This is an optimization exercise on Yosys and OpenROAD, whose aim is a short achievable clock period and few clock cycles, not a production implementation. Where RTL was checked, it was by simulation tests only, not by an equivalence proof against the original.

==> cedar: inputs <==
==> flow/design.v (excerpt) <==
module wbt_lz_decoder (
    input  wire        clk,
    input  wire        rst,
    input  wire        start,
    input  wire        clear,
    /*verilator lint_off UNUSEDSIGNAL*/
    input  wire [3:0]  cfg_format,    
    /*verilator lint_on UNUSEDSIGNAL*/
    input  wire        cfg_image,
    input  wire [15:0] cfg_base_len,
    input  wire [15:0] cfg_stride,
    input  wire [15:0] cfg_in_len,
    input  wire [15:0] cfg_out_len,
    output reg         in_rd_en,
    output reg  [15:0] in_addr,
    input  wire [7:0]  in_rdata,
    output reg         out_we,
    output reg  [15:0] out_waddr,
    output reg  [7:0]  out_wdata,
    output reg         out_rd_en,
    output reg  [15:0] out_raddr,
    input  wire [7:0]  out_rdata,
    output wire [1:0]  state,
    output wire [1:0]  err_kind,
    output wire [3:0]  err_cause,
    output wire [16:0] in_pos,
    output wire [15:0] out_pos,
    output wire [7:0]  bit_buf,
    output wire [3:0]  bit_cnt
);
==> flow/config.mk <==
export PLATFORM = sky130hd
export DESIGN_NAME = wbt_lz_decoder
export DESIGN_NICKNAME = wbt_lz_decoder
export VERILOG_FILES = /design/flow/design.v
export SDC_FILE = /design/flow/constraint.sdc
export NUM_CORES = 4
export LEC_CHECK = 0
export ABC_CLOCK_PERIOD_IN_PS = 2200
export CAP_MARGIN = 20
export CORE_MARGIN = 2
export CORE_UTILIZATION = 40
export SETUP_SLACK_MARGIN = 3.5
export SLEW_MARGIN = 20
export TNS_END_PERCENT = 20
==> flow/constraint.sdc <==
create_clock -name core_clock -period 6.0 [get_ports {clk}]
set_input_delay 1.2000 -clock core_clock [delete_from_list [all_inputs] [get_ports {clk}]]
set_output_delay 1.2000 -clock core_clock [all_outputs]
set_load 0.01 [all_outputs]
standard.sh (not shown) runs the stock make flow with config.mk's settings and CLKGATE_MAP_FILE= SYNTH_SCRIPT=/design/flow/synth_recipe.tcl, a recipe that flattens the netlist after the stock synthesis.
==> flow/flow/run.sh <==
#!/bin/bash
# The standard layout (standard.sh, unchanged synthesis), with two
# settings changed: port buffers are buf_4 cells instead of the smallest
# buffer, and timing repair may resize cells to any footprint.
export BUFFER_PORTS_ARGS="-buffer_cell sky130_fd_sc_hd__buf_4"
bash standard.sh MATCH_CELL_FOOTPRINT=0 finish > standard_run.log 2>&1
==> fjord (differences from cedar) <==
--- a/flow/design.v
+++ b/flow/design.v
@@ -157,10 +157,11 @@
     reg [7:0]  lo;
     reg [4:0]  gz;
     reg        gbig;
     reg [4:0]  gi;
     reg [15:0] gval;
+    reg [15:0] gp1;             
     reg [16:0] len;
     reg        pdone;
     reg        err_pend;
     reg [1:0]  ek_r;
     reg [3:0]  ec_r;
@@ -222,11 +223,13 @@
     wire q_pop    = e_load && !q_empty;
     wire sg_to_e  = e_load && q_empty && sg_valid;
     wire sg_to_q  = sg_valid && !sg_to_e && !q_full;
     wire sg_free  = !sg_valid || sg_to_e || sg_to_q;
     wire [QW-1:0] q_head = qm[qrp];
-    wire [QW-1:0] e_in   = q_empty ? sg : q_head;
+    wire          e_byp  = e_load && q_empty && !sg_valid;
+    wire [QW-1:0] cand;
+    wire [QW-1:0] e_in   = !q_empty ? q_head : sg_valid ? sg : cand;
     always @(posedge clk) begin
         if (!q_full) qm[qwp] <= sg;
         s2_lit    <= s1_lit;
         s2_byte   <= s1_byte;
         s2_fwd1   <= s1_fwd1;
@@ -256,16 +259,40 @@
     reg        push;
     reg        push_lit;
     reg [NPS-1:0] ps_n;
     reg        do_align;
     reg        fin;
-    reg  off_zero, off_before;
+    reg  off_zero, off_before, fwd1_r, fwd2_r;
+    reg  [15:0] src_r;
     always @(posedge clk) begin
         off_zero   <= (offset == 19'd0);
         off_before <= (offset > {3'd0, pcur});
+        src_r      <= pcur - offset[15:0];
+        fwd1_r     <= (offset == 19'd1);
+        fwd2_r     <= (offset == 19'd2);
+    end
+    reg  len_over;
+    wire base_over = (rem[15:2] == 14'd0) && (rem[1:0] < base);
+    reg  gt_v, eq_v, gt_p, eq_p;
+    wire bprev = gval[0];       
+    function ovf(input gt, input eq, input [1:0] y, input [1:0] r);
+        ovf = gt || (eq && (y > r));
+    endfunction
+    reg  ov_g;
+    always @(*) begin
+        case (base)
+            2'd1:     
+                ov_g = ovf(gt_v, eq_v, {bprev, bitv}, rem[1:0]);
+            2'd2:     
+                ov_g = bitv ? (bprev ? ovf(gt_p, eq_p, 2'b00, rem[1:0])
+                                     : ovf(gt_v, eq_v, 2'b10, rem[1:0]))
+                            : ovf(gt_v, eq_v, {bprev, 1'b1}, rem[1:0]);
+            default:  
+                ov_g = bprev ? ovf(gt_p, eq_p, {1'b0, bitv}, rem[1:0])
+                             : ovf(gt_v, eq_v, {1'b1, bitv}, rem[1:0]);
+        endcase
     end
-    wire len_over   = gbig || (len > {1'b0, rem});
     task automatic bit_step(input want_raw, input [NPS-1:0] nxt);
         begin
             if (bit_avail) begin
                 if (bit_bad) begin
                     err = 1'b1; ek = K_TRUNC; ec = C_REFILL;
@@ -402,15 +429,25 @@
     end
     wire pop1 = (take_bit && bz) ^ (take_raw | take_hi);
     wire pop2 = take_bit && bz && take_raw;
     wire [15:0]   src_c = pcur - offset[15:0];
     wire [QW-1:0] cmd_lit = {1'b1, 1'b1, ps[I_PRE] ? hb : rb, 16'd0, 16'd1, 2'b00};
-    wire [QW-1:0] cmd_cpy = {len == 17'd1, 1'b0, 8'd0, src_c, len[15:0],
-                             offset == 19'd1, offset == 19'd2};
-    wire [15:0]   padd = ps[I_CHK] ? len[15:0] : 16'd1;
-    wire [16:0] len_a = {gval, 1'b0} + {15'd0, base} - 17'd1;
-    wire [16:0] len_b = {gval, 1'b1} + {15'd0, base} - 17'd1;
+    assign cand = ps[I_CHK] ? cmd_cpy : cmd_lit;
+    wire [QW-1:0] cmd_cpy = {len == 17'd1, 1'b0, 8'd0, src_r, len[15:0],
+                             fwd1_r, fwd2_r};
+    wire [15:0]   pcur_lit = pcur + 16'd1;
+    wire [15:0]   pcur_cpy = pcur + len[15:0];
+    wire [15:0]   rem_lit  = rem - 16'd1;
+    wire [15:0]   rem_cpy  = rem - len[15:0];
+    reg [16:0] len_g;
+    always @(*) begin
+        case (base)
+            2'd1:    len_g = {gval, bitv};
+            2'd2:    len_g = bitv ? {gp1, 1'b0} : {gval, 1'b1};
+            default: len_g = {gp1, bitv};
+        endcase
+    end
     wire [3:0] fv_pop = pop2 ? {2'b00, fv[3:2]} : pop1 ? {1'b0, fv[3:1]} : fv;
     wire [3:0] fv_n   = rd_pend ? {fv_pop[2:0], 1'b1} : fv_pop;
     wire [3:0] rp_n   = pop2 ? {rp[1:0], rp[3:2]} : pop1 ? rp1 : rp;
     wire pf_room = !fv[3] && !(fv[2] && (rd_pend || in_rd_en)) &&
                    !(fv[1] && rd_pend && in_rd_en);
@@ -477,18 +514,20 @@
                 plen     <= b_lt_u ? {1'b0, blen} : {1'b0, ulen};
                 pre_rem  <= b_lt_u ? blen : ulen;
                 pz       <= (blen == 16'd0) || (ulen == 16'd0);
                 p1       <= ((blen == 16'd1) && (ulen != 16'd0)) ||
                             ((ulen == 16'd1) && (blen != 16'd0));
-                alignp   <= b_lt_u ? (({1'b0, blen} + 17'd3) & ~17'd3)
-                                   : (({1'b0, ulen} + 17'd3) & ~17'd3);
+                alignp   <= 17'd4;
                 in_rd_en  <= 1'b1;
                 in_addr   <= pgt1 ? 16'd1 : 16'd4;
                 in_addr17 <= pgt1 ? 17'd1 : 17'd4;
                 fptr      <= pgt1 ? 17'd2 : 17'd5;
                 ps        <= (1 << I_PRE);
-            end else if (pf_issue) begin
+            end else begin
+                alignp <= {plen[16:2] + {14'd0, |plen[1:0]}, 2'b00};
+            end
+            if (!ps[I_INIT] && pf_issue) begin
                 in_rd_en  <= 1'b1;
                 in_addr   <= pf_addr[15:0];
                 in_addr17 <= pf_addr;
                 fptr      <= pf_eq ? {alignp[16:1], 1'b1} : fptr_p1;
             end
@@ -519,12 +558,12 @@
             align_r <= do_align;
             if (align_r)       ip <= alignp;
             else if (pop_r[1]) ip <= ip_p2;
             else if (pop_r[0]) ip <= ip_p1;
             if (push) begin
-                pcur <= pcur + padd;
-                rem  <= rem - padd;
+                pcur <= ps[I_CHK] ? pcur_cpy : pcur_lit;
+                rem  <= ps[I_CHK] ? rem_cpy : rem_lit;
                 rz   <= ps[I_CHK] ? (len[15:0] == rem) : r1;
                 r1   <= ps[I_CHK] ? (len[15:0] + 16'd1 == rem) : (rem == 16'd2);
             end
             if (ps[I_PRE] && take_hi) begin
                 pre_rem <= pre_rem - 16'd1;
@@ -553,47 +592,59 @@
                         3'd6: offset <= oct6;
                         default: offset <= oct7;
                     endcase
                 end
                 if (ps[I_E]) begin
-                    gz   <= 5'd0;
-                    gbig <= 1'b0;
-                    len  <= {15'd0, base};
+                    gz       <= 5'd0;
+                    gbig     <= 1'b0;
+                    len      <= {15'd0, base};
+                    len_over <= base_over;
                 end
                 if (ps[I_GZ]) begin
+                    gt_v <= 1'b0;
+                    eq_v <= (rem[15:2] == 14'd0);
+                    gt_p <= (rem[15:2] == 14'd0);
+                    eq_p <= (rem[15:2] == 14'd1);
                     if (bitv) begin
                         gi   <= gz;
                         gval <= 16'd1;
+                        gp1  <= 16'd2;
                         gbig <= gz[4];
                     end else begin
                         gz <= gz + 5'd1;
                     end
                 end
                 if (ps[I_GV]) begin
+                    gt_v <= (gval > {2'b00, rem[15:2]});
+                    eq_v <= (gval == {2'b00, rem[15:2]});
+                    gt_p <= (gp1 > {2'b00, rem[15:2]});
+                    eq_p <= (gp1 == {2'b00, rem[15:2]});
                     gval <= {gval[14:0], bitv};
+                    gp1  <= bitv ? {gp1[14:0], 1'b0} : {gval[14:0], 1'b1};
                     gi   <= gi - 5'd1;
-                    len  <= bitv ? len_b : len_a;
+                    len  <= len_g;
+                    len_over <= gbig || ov_g;
                 end
             end
             if (ps[I_TOK] || ps[I_K] || ps[I_F]) begin
                 offset <= {11'd0, rb};
                 lo     <= rb;
                 base   <= (ps[I_F] && !bitv) ? 2'd3 : 2'd2;
             end
             if (ps[I_HI]) offset <= {3'd0, hb, lo};
             if (sg_free) begin
-                sg_valid <= push;
-                sg       <= ps[I_CHK] ? cmd_cpy : cmd_lit;
+                sg_valid <= push && !e_byp;
+                sg       <= cand;
             end
             if (sg_to_q) qwp <= qwp + 3'd1;
             if (q_pop) qrp <= qrp + 3'd1;
             qcnt <= qcnt + {3'd0, sg_to_q} - {3'd0, q_pop};
             s2_valid  <= s1_valid;
             s1_valid  <= e_valid;
             out_rd_en <= e_valid && !e_lit;
             if (e_valid) e_dst <= e_dst + 16'd1;
-            if (e_load) e_valid <= !q_empty || sg_valid;
+            if (e_load) e_valid <= !q_empty || sg_valid || push;
             if (err_pend) begin
                 st     <= ST_ERROR;
                 ekind  <= ek_r;
                 ecause <= ec_r;
             end else if (pdone && pipe_empty) begin
CORE_UTILIZATION = 55   (was 40)
TNS_END_PERCENT = 100   (was 20)
==> zinc (differences from cedar) <==
--- a/flow/design.v
+++ b/flow/design.v
@@ -157,10 +157,11 @@
     reg [7:0]  lo;
     reg [4:0]  gz;
     reg        gbig;
     reg [4:0]  gi;
     reg [15:0] gval;
+    reg [15:0] gp1;             
     reg [16:0] len;
     reg        pdone;
     reg        err_pend;
     reg [1:0]  ek_r;
     reg [3:0]  ec_r;
@@ -201,15 +202,15 @@
                            : view(2'd1, bc1, bb_sh, e0, e1, e2, e3, eav, etg);
     wire [VW-1:0] v_h = view(2'd1, bz, bbuf, e0, e1, e2, e3, eav, etg);
     localparam QW = 44;         
     reg          sg_valid;
     reg [QW-1:0] sg;
-    reg [QW-1:0] qm [0:7];
-    reg [2:0]    qwp, qrp;
-    reg [3:0]    qcnt;
-    wire         q_empty = (qcnt == 4'd0);
-    wire         q_full  = qcnt[3];
+    reg [QW-1:0] qm [0:15];
+    reg [3:0]    qwp, qrp;
+    reg [4:0]    qcnt;
+    wire         q_empty = (qcnt == 5'd0);
+    wire         q_full  = qcnt[4];
     reg        e_valid, e_lit, e_fwd1, e_fwd2, e_last;
     reg [7:0]  e_byte;
     reg [15:0] e_src, e_len, e_dst;
     reg        s1_valid, s1_lit, s1_fwd1, s1_fwd2;
     reg [7:0]  s1_byte;
@@ -222,11 +223,13 @@
     wire q_pop    = e_load && !q_empty;
     wire sg_to_e  = e_load && q_empty && sg_valid;
     wire sg_to_q  = sg_valid && !sg_to_e && !q_full;
     wire sg_free  = !sg_valid || sg_to_e || sg_to_q;
     wire [QW-1:0] q_head = qm[qrp];
-    wire [QW-1:0] e_in   = q_empty ? sg : q_head;
+    wire          e_byp  = e_load && q_empty && !sg_valid;
+    wire [QW-1:0] cand;
+    wire [QW-1:0] e_in   = !q_empty ? q_head : sg_valid ? sg : cand;
     always @(posedge clk) begin
         if (!q_full) qm[qwp] <= sg;
         s2_lit    <= s1_lit;
         s2_byte   <= s1_byte;
         s2_fwd1   <= s1_fwd1;
@@ -256,16 +259,40 @@
     reg        push;
     reg        push_lit;
     reg [NPS-1:0] ps_n;
     reg        do_align;
     reg        fin;
-    reg  off_zero, off_before;
+    reg  off_zero, off_before, fwd1_r, fwd2_r;
+    reg  [15:0] src_r;
     always @(posedge clk) begin
         off_zero   <= (offset == 19'd0);
         off_before <= (offset > {3'd0, pcur});
+        src_r      <= pcur - offset[15:0];
+        fwd1_r     <= (offset == 19'd1);
+        fwd2_r     <= (offset == 19'd2);
+    end
+    reg  len_over;
+    wire base_over = (rem[15:2] == 14'd0) && (rem[1:0] < base);
+    reg  gt_v, eq_v, gt_p, eq_p;
+    wire bprev = gval[0];       
+    function ovf(input gt, input eq, input [1:0] y, input [1:0] r);
+        ovf = gt || (eq && (y > r));
+    endfunction
+    reg  ov_g;
+    always @(*) begin
+        case (base)
+            2'd1:     
+                ov_g = ovf(gt_v, eq_v, {bprev, bitv}, rem[1:0]);
+            2'd2:     
+                ov_g = bitv ? (bprev ? ovf(gt_p, eq_p, 2'b00, rem[1:0])
+                                     : ovf(gt_v, eq_v, 2'b10, rem[1:0]))
+                            : ovf(gt_v, eq_v, {bprev, 1'b1}, rem[1:0]);
+            default:  
+                ov_g = bprev ? ovf(gt_p, eq_p, {1'b0, bitv}, rem[1:0])
+                             : ovf(gt_v, eq_v, {1'b1, bitv}, rem[1:0]);
+        endcase
     end
-    wire len_over   = gbig || (len > {1'b0, rem});
     task automatic bit_step(input want_raw, input [NPS-1:0] nxt);
         begin
             if (bit_avail) begin
                 if (bit_bad) begin
                     err = 1'b1; ek = K_TRUNC; ec = C_REFILL;
@@ -402,15 +429,23 @@
     end
     wire pop1 = (take_bit && bz) ^ (take_raw | take_hi);
     wire pop2 = take_bit && bz && take_raw;
     wire [15:0]   src_c = pcur - offset[15:0];
     wire [QW-1:0] cmd_lit = {1'b1, 1'b1, ps[I_PRE] ? hb : rb, 16'd0, 16'd1, 2'b00};
-    wire [QW-1:0] cmd_cpy = {len == 17'd1, 1'b0, 8'd0, src_c, len[15:0],
-                             offset == 19'd1, offset == 19'd2};
-    wire [15:0]   padd = ps[I_CHK] ? len[15:0] : 16'd1;
-    wire [16:0] len_a = {gval, 1'b0} + {15'd0, base} - 17'd1;
-    wire [16:0] len_b = {gval, 1'b1} + {15'd0, base} - 17'd1;
+    assign cand = ps[I_CHK] ? cmd_cpy : cmd_lit;
+    wire [QW-1:0] cmd_cpy = {len == 17'd1, 1'b0, 8'd0, src_r, len[15:0],
+                             fwd1_r, fwd2_r};
+    reg  [15:0]   padd_r;
+    wire          r1_lit   = (rem == padd_r + 16'd2);
+    reg [16:0] len_g;
+    always @(*) begin
+        case (base)
+            2'd1:    len_g = {gval, bitv};
+            2'd2:    len_g = bitv ? {gp1, 1'b0} : {gval, 1'b1};
+            default: len_g = {gp1, bitv};
+        endcase
+    end
     wire [3:0] fv_pop = pop2 ? {2'b00, fv[3:2]} : pop1 ? {1'b0, fv[3:1]} : fv;
     wire [3:0] fv_n   = rd_pend ? {fv_pop[2:0], 1'b1} : fv_pop;
     wire [3:0] rp_n   = pop2 ? {rp[1:0], rp[3:2]} : pop1 ? rp1 : rp;
     wire pf_room = !fv[3] && !(fv[2] && (rd_pend || in_rd_en)) &&
                    !(fv[1] && rd_pend && in_rd_en);
@@ -454,16 +489,17 @@
             hb_avail  <= 1'b0;
             fv        <= 4'd0;
             rp        <= 4'b0001;
             wp        <= 2'd0;
             pop_r     <= 2'd0;
+            padd_r    <= 16'd0;
             align_r   <= 1'b0;
             rd_pend   <= 1'b0;
             sg_valid  <= 1'b0;
-            qcnt      <= 4'd0;
-            qwp       <= 3'd0;
-            qrp       <= 3'd0;
+            qcnt      <= 5'd0;
+            qwp       <= 4'd0;
+            qrp       <= 4'd0;
             e_valid   <= 1'b0;
             s1_valid  <= 1'b0;
             s2_valid  <= 1'b0;
             e_dst     <= 16'd0;
             pdone     <= 1'b0;
@@ -477,18 +513,20 @@
                 plen     <= b_lt_u ? {1'b0, blen} : {1'b0, ulen};
                 pre_rem  <= b_lt_u ? blen : ulen;
                 pz       <= (blen == 16'd0) || (ulen == 16'd0);
                 p1       <= ((blen == 16'd1) && (ulen != 16'd0)) ||
                             ((ulen == 16'd1) && (blen != 16'd0));
-                alignp   <= b_lt_u ? (({1'b0, blen} + 17'd3) & ~17'd3)
-                                   : (({1'b0, ulen} + 17'd3) & ~17'd3);
+                alignp   <= 17'd4;
                 in_rd_en  <= 1'b1;
                 in_addr   <= pgt1 ? 16'd1 : 16'd4;
                 in_addr17 <= pgt1 ? 17'd1 : 17'd4;
                 fptr      <= pgt1 ? 17'd2 : 17'd5;
                 ps        <= (1 << I_PRE);
-            end else if (pf_issue) begin
+            end else begin
+                alignp <= {plen[16:2] + {14'd0, |plen[1:0]}, 2'b00};
+            end
+            if (!ps[I_INIT] && pf_issue) begin
                 in_rd_en  <= 1'b1;
                 in_addr   <= pf_addr[15:0];
                 in_addr17 <= pf_addr;
                 fptr      <= pf_eq ? {alignp[16:1], 1'b1} : fptr_p1;
             end
@@ -518,15 +556,16 @@
             pop_r   <= {pop2, pop1};
             align_r <= do_align;
             if (align_r)       ip <= alignp;
             else if (pop_r[1]) ip <= ip_p2;
             else if (pop_r[0]) ip <= ip_p1;
+            padd_r <= !push ? 16'd0 : ps[I_CHK] ? len[15:0] : 16'd1;
+            pcur   <= pcur + padd_r;
+            rem    <= rem - padd_r;
             if (push) begin
-                pcur <= pcur + padd;
-                rem  <= rem - padd;
                 rz   <= ps[I_CHK] ? (len[15:0] == rem) : r1;
-                r1   <= ps[I_CHK] ? (len[15:0] + 16'd1 == rem) : (rem == 16'd2);
+                r1   <= ps[I_CHK] ? (len[15:0] + 16'd1 == rem) : r1_lit;
             end
             if (ps[I_PRE] && take_hi) begin
                 pre_rem <= pre_rem - 16'd1;
                 pz      <= p1;
                 p1      <= (pre_rem == 16'd2);
@@ -553,47 +592,59 @@
                         3'd6: offset <= oct6;
                         default: offset <= oct7;
                     endcase
                 end
                 if (ps[I_E]) begin
-                    gz   <= 5'd0;
-                    gbig <= 1'b0;
-                    len  <= {15'd0, base};
+                    gz       <= 5'd0;
+                    gbig     <= 1'b0;
+                    len      <= {15'd0, base};
+                    len_over <= base_over;
                 end
                 if (ps[I_GZ]) begin
+                    gt_v <= 1'b0;
+                    eq_v <= (rem[15:2] == 14'd0);
+                    gt_p <= (rem[15:2] == 14'd0);
+                    eq_p <= (rem[15:2] == 14'd1);
                     if (bitv) begin
                         gi   <= gz;
                         gval <= 16'd1;
+                        gp1  <= 16'd2;
                         gbig <= gz[4];
                     end else begin
                         gz <= gz + 5'd1;
                     end
                 end
                 if (ps[I_GV]) begin
+                    gt_v <= (gval > {2'b00, rem[15:2]});
+                    eq_v <= (gval == {2'b00, rem[15:2]});
+                    gt_p <= (gp1 > {2'b00, rem[15:2]});
+                    eq_p <= (gp1 == {2'b00, rem[15:2]});
                     gval <= {gval[14:0], bitv};
+                    gp1  <= bitv ? {gp1[14:0], 1'b0} : {gval[14:0], 1'b1};
                     gi   <= gi - 5'd1;
-                    len  <= bitv ? len_b : len_a;
+                    len  <= len_g;
+                    len_over <= gbig || ov_g;
                 end
             end
             if (ps[I_TOK] || ps[I_K] || ps[I_F]) begin
                 offset <= {11'd0, rb};
                 lo     <= rb;
                 base   <= (ps[I_F] && !bitv) ? 2'd3 : 2'd2;
             end
             if (ps[I_HI]) offset <= {3'd0, hb, lo};
             if (sg_free) begin
-                sg_valid <= push;
-                sg       <= ps[I_CHK] ? cmd_cpy : cmd_lit;
+                sg_valid <= push && !e_byp;
+                sg       <= cand;
             end
-            if (sg_to_q) qwp <= qwp + 3'd1;
-            if (q_pop) qrp <= qrp + 3'd1;
-            qcnt <= qcnt + {3'd0, sg_to_q} - {3'd0, q_pop};
+            if (sg_to_q) qwp <= qwp + 4'd1;
+            if (q_pop) qrp <= qrp + 4'd1;
+            qcnt <= qcnt + {4'd0, sg_to_q} - {4'd0, q_pop};
             s2_valid  <= s1_valid;
             s1_valid  <= e_valid;
             out_rd_en <= e_valid && !e_lit;
             if (e_valid) e_dst <= e_dst + 16'd1;
-            if (e_load) e_valid <= !q_empty || sg_valid;
+            if (e_load) e_valid <= !q_empty || sg_valid || push;
             if (err_pend) begin
                 st     <= ST_ERROR;
                 ekind  <= ek_r;
                 ecause <= ec_r;
             end else if (pdone && pipe_empty) begin
CORE_UTILIZATION = 55   (was 40)
TNS_END_PERCENT = 100   (was 20)
==> summary.md <==
| Metric | Value |
|---|---|
| TritonCTS Sinks | `1701` |
| Worst-skew pair later-pin latency | `800 ps` |
| Signal arrival time at the worst endpoint | `3360 ps` |
| Number of buffers created by CTS | `174` |
| Maximum resistive drop on vdd | `284 µV` |
| Number of buffers inserted to repair setup after CTS | `188` |
| # nets final | `6583` |
| Result of the run | `no timing/DRC/antenna violations` |
| Wire length on met2 | `98200 µm` |
| EDFF count, synth | `1084` |
| Max-Slew Margin vs Limit | `27.6%` |
| Diodes inserted | `2` |
| Endpoint of the worst hold-timing path | `smb_r[2]$_DFF_P_` |
| Critical R2R Capture | `plen[0]$_DFFE_PP_` |
| First-pass GRT wire length | `304000 µm` |
| GR met3 Demand/Resource | `5.46%` |
| Commonest cells after routing, fill and taps aside | `1084 x sky130_fd_sc_hd__edfxtp_1, 503 x sky130_fd_sc_hd__dfxtp_1, 393 x sky130_fd_sc_hd__buf_4, 384 x sky130_fd_sc_hd__nand2_1, 352 x sky130_fd_sc_hd__nor2_1` |
| Number of fill cells in the layout | `9861` |
| Critical-path cell with the highest stage delay | `sky130_fd_sc_hd__nor3_1` |
(the above is from zinc)
==> summary.md <==
| Metric | Value |
|---|---|
| Result of the run | `no timing/DRC/antenna violations` |
| Critical-path cell with the highest stage delay | `sky130_fd_sc_hd__or4_4` |
| First-pass GRT wire length | `238000 µm` |
| Wire length on met2 | `74800 µm` |
| Max-Slew Margin vs Limit | `27.4%` |
| Critical R2R Capture | `rem[15]$_DFF_P_` |
| EDFF count, synth | `711` |
| Signal arrival time at the worst endpoint | `3690 ps` |
| GR met3 Demand/Resource | `4.06%` |
| Number of buffers inserted to repair setup after CTS | `125` |
(the above is from cedar)
==> summary.md <==
| Metric | Value |
|---|---|
| Commonest cells after routing, fill and taps aside | `732 x sky130_fd_sc_hd__edfxtp_1, 527 x sky130_fd_sc_hd__dfxtp_1, 418 x sky130_fd_sc_hd__buf_4, 412 x sky130_fd_sc_hd__nand2_1, 327 x sky130_fd_sc_hd__nor2_1` |
| EDFF count, synth | `732` |
| Number of fill cells in the layout | `7981` |
| Critical-path cell with the highest stage delay | `sky130_fd_sc_hd__edfxtp_1` |
| # nets final | `6061` |
| Initial antenna violation count | `7` |
| Maximum resistive drop on vdd | `264 µV` |
| Wire length on met2 | `80400 µm` |
| Critical R2R Capture | `pcur[14]$_SDFFE_PP0P_` |
| Multi-input gate share of total cell area | `35.6%` |
| Number of buffers inserted to repair setup after CTS | `204` |
| Number of buffers created by CTS | `142` |
| First-pass GRT wire length | `255000 µm` |
| TritonCTS Sinks | `1330` |
| Diodes inserted | `3` |
| GR met3 Demand/Resource | `4.93%` |
| Result of the run | `no timing/DRC/antenna violations` |
| Most used routing layer | `met2` |
| Endpoint of the worst hold-timing path | `b7_r[6]$_DFF_P_` |
| Worst-skew pair later-pin latency | `760 ps` |
(the above is from fjord)
Testbench counts of zinc, summed over its fixed seeds: cycles 116,596.
Function not checked in cedar and fjord: the RTL went through the layout flow alone.

-- separate check: timing with driven ports --
In the flow no input, the clock included, has a driving cell. The finished layouts below were timed again as built, in two steps. Step 1, drivers: a clkbuf_16 drives clk and a buf_2 each remaining input, both assumed. Step 2 moves the port delays by t, midway between the first and last clock arrival at a register: inputs arrive t later, outputs are due t later. That takes back most of the time a late clock gives input paths. Slacks: ideal ports / drivers / drivers and shift; pairs: ideal ports / drivers.
| run | shift t [ns] | setup WS [ns] | hold slack, ns | worst register clock-pin slew, ns | worst data-port slew with drivers (ns) |
|---|---|---|---|---|---|
| cedar | 0.861 | 3.018 / 3.018 / 2.933 | 0.314 / 0.314 / 0.314 | 0.07 / 0.07 | 0.20 |
| fjord | 0.821 | 3.171 / 3.171 / 2.925 | 0.318 / 0.318 / 0.318 | 0.06 / 0.06 | 0.13 |
| zinc | 0.880 | 3.193 / 3.193 / 3.100 | 0.310 / 0.310 / 0.310 | 0.07 / 0.07 | 0.07 |
After both steps setup and hold are still met in every run listed. The setup slack of fjord, which loses most, moves by 0.000 ns with the drivers and by -0.246 ns with both steps.
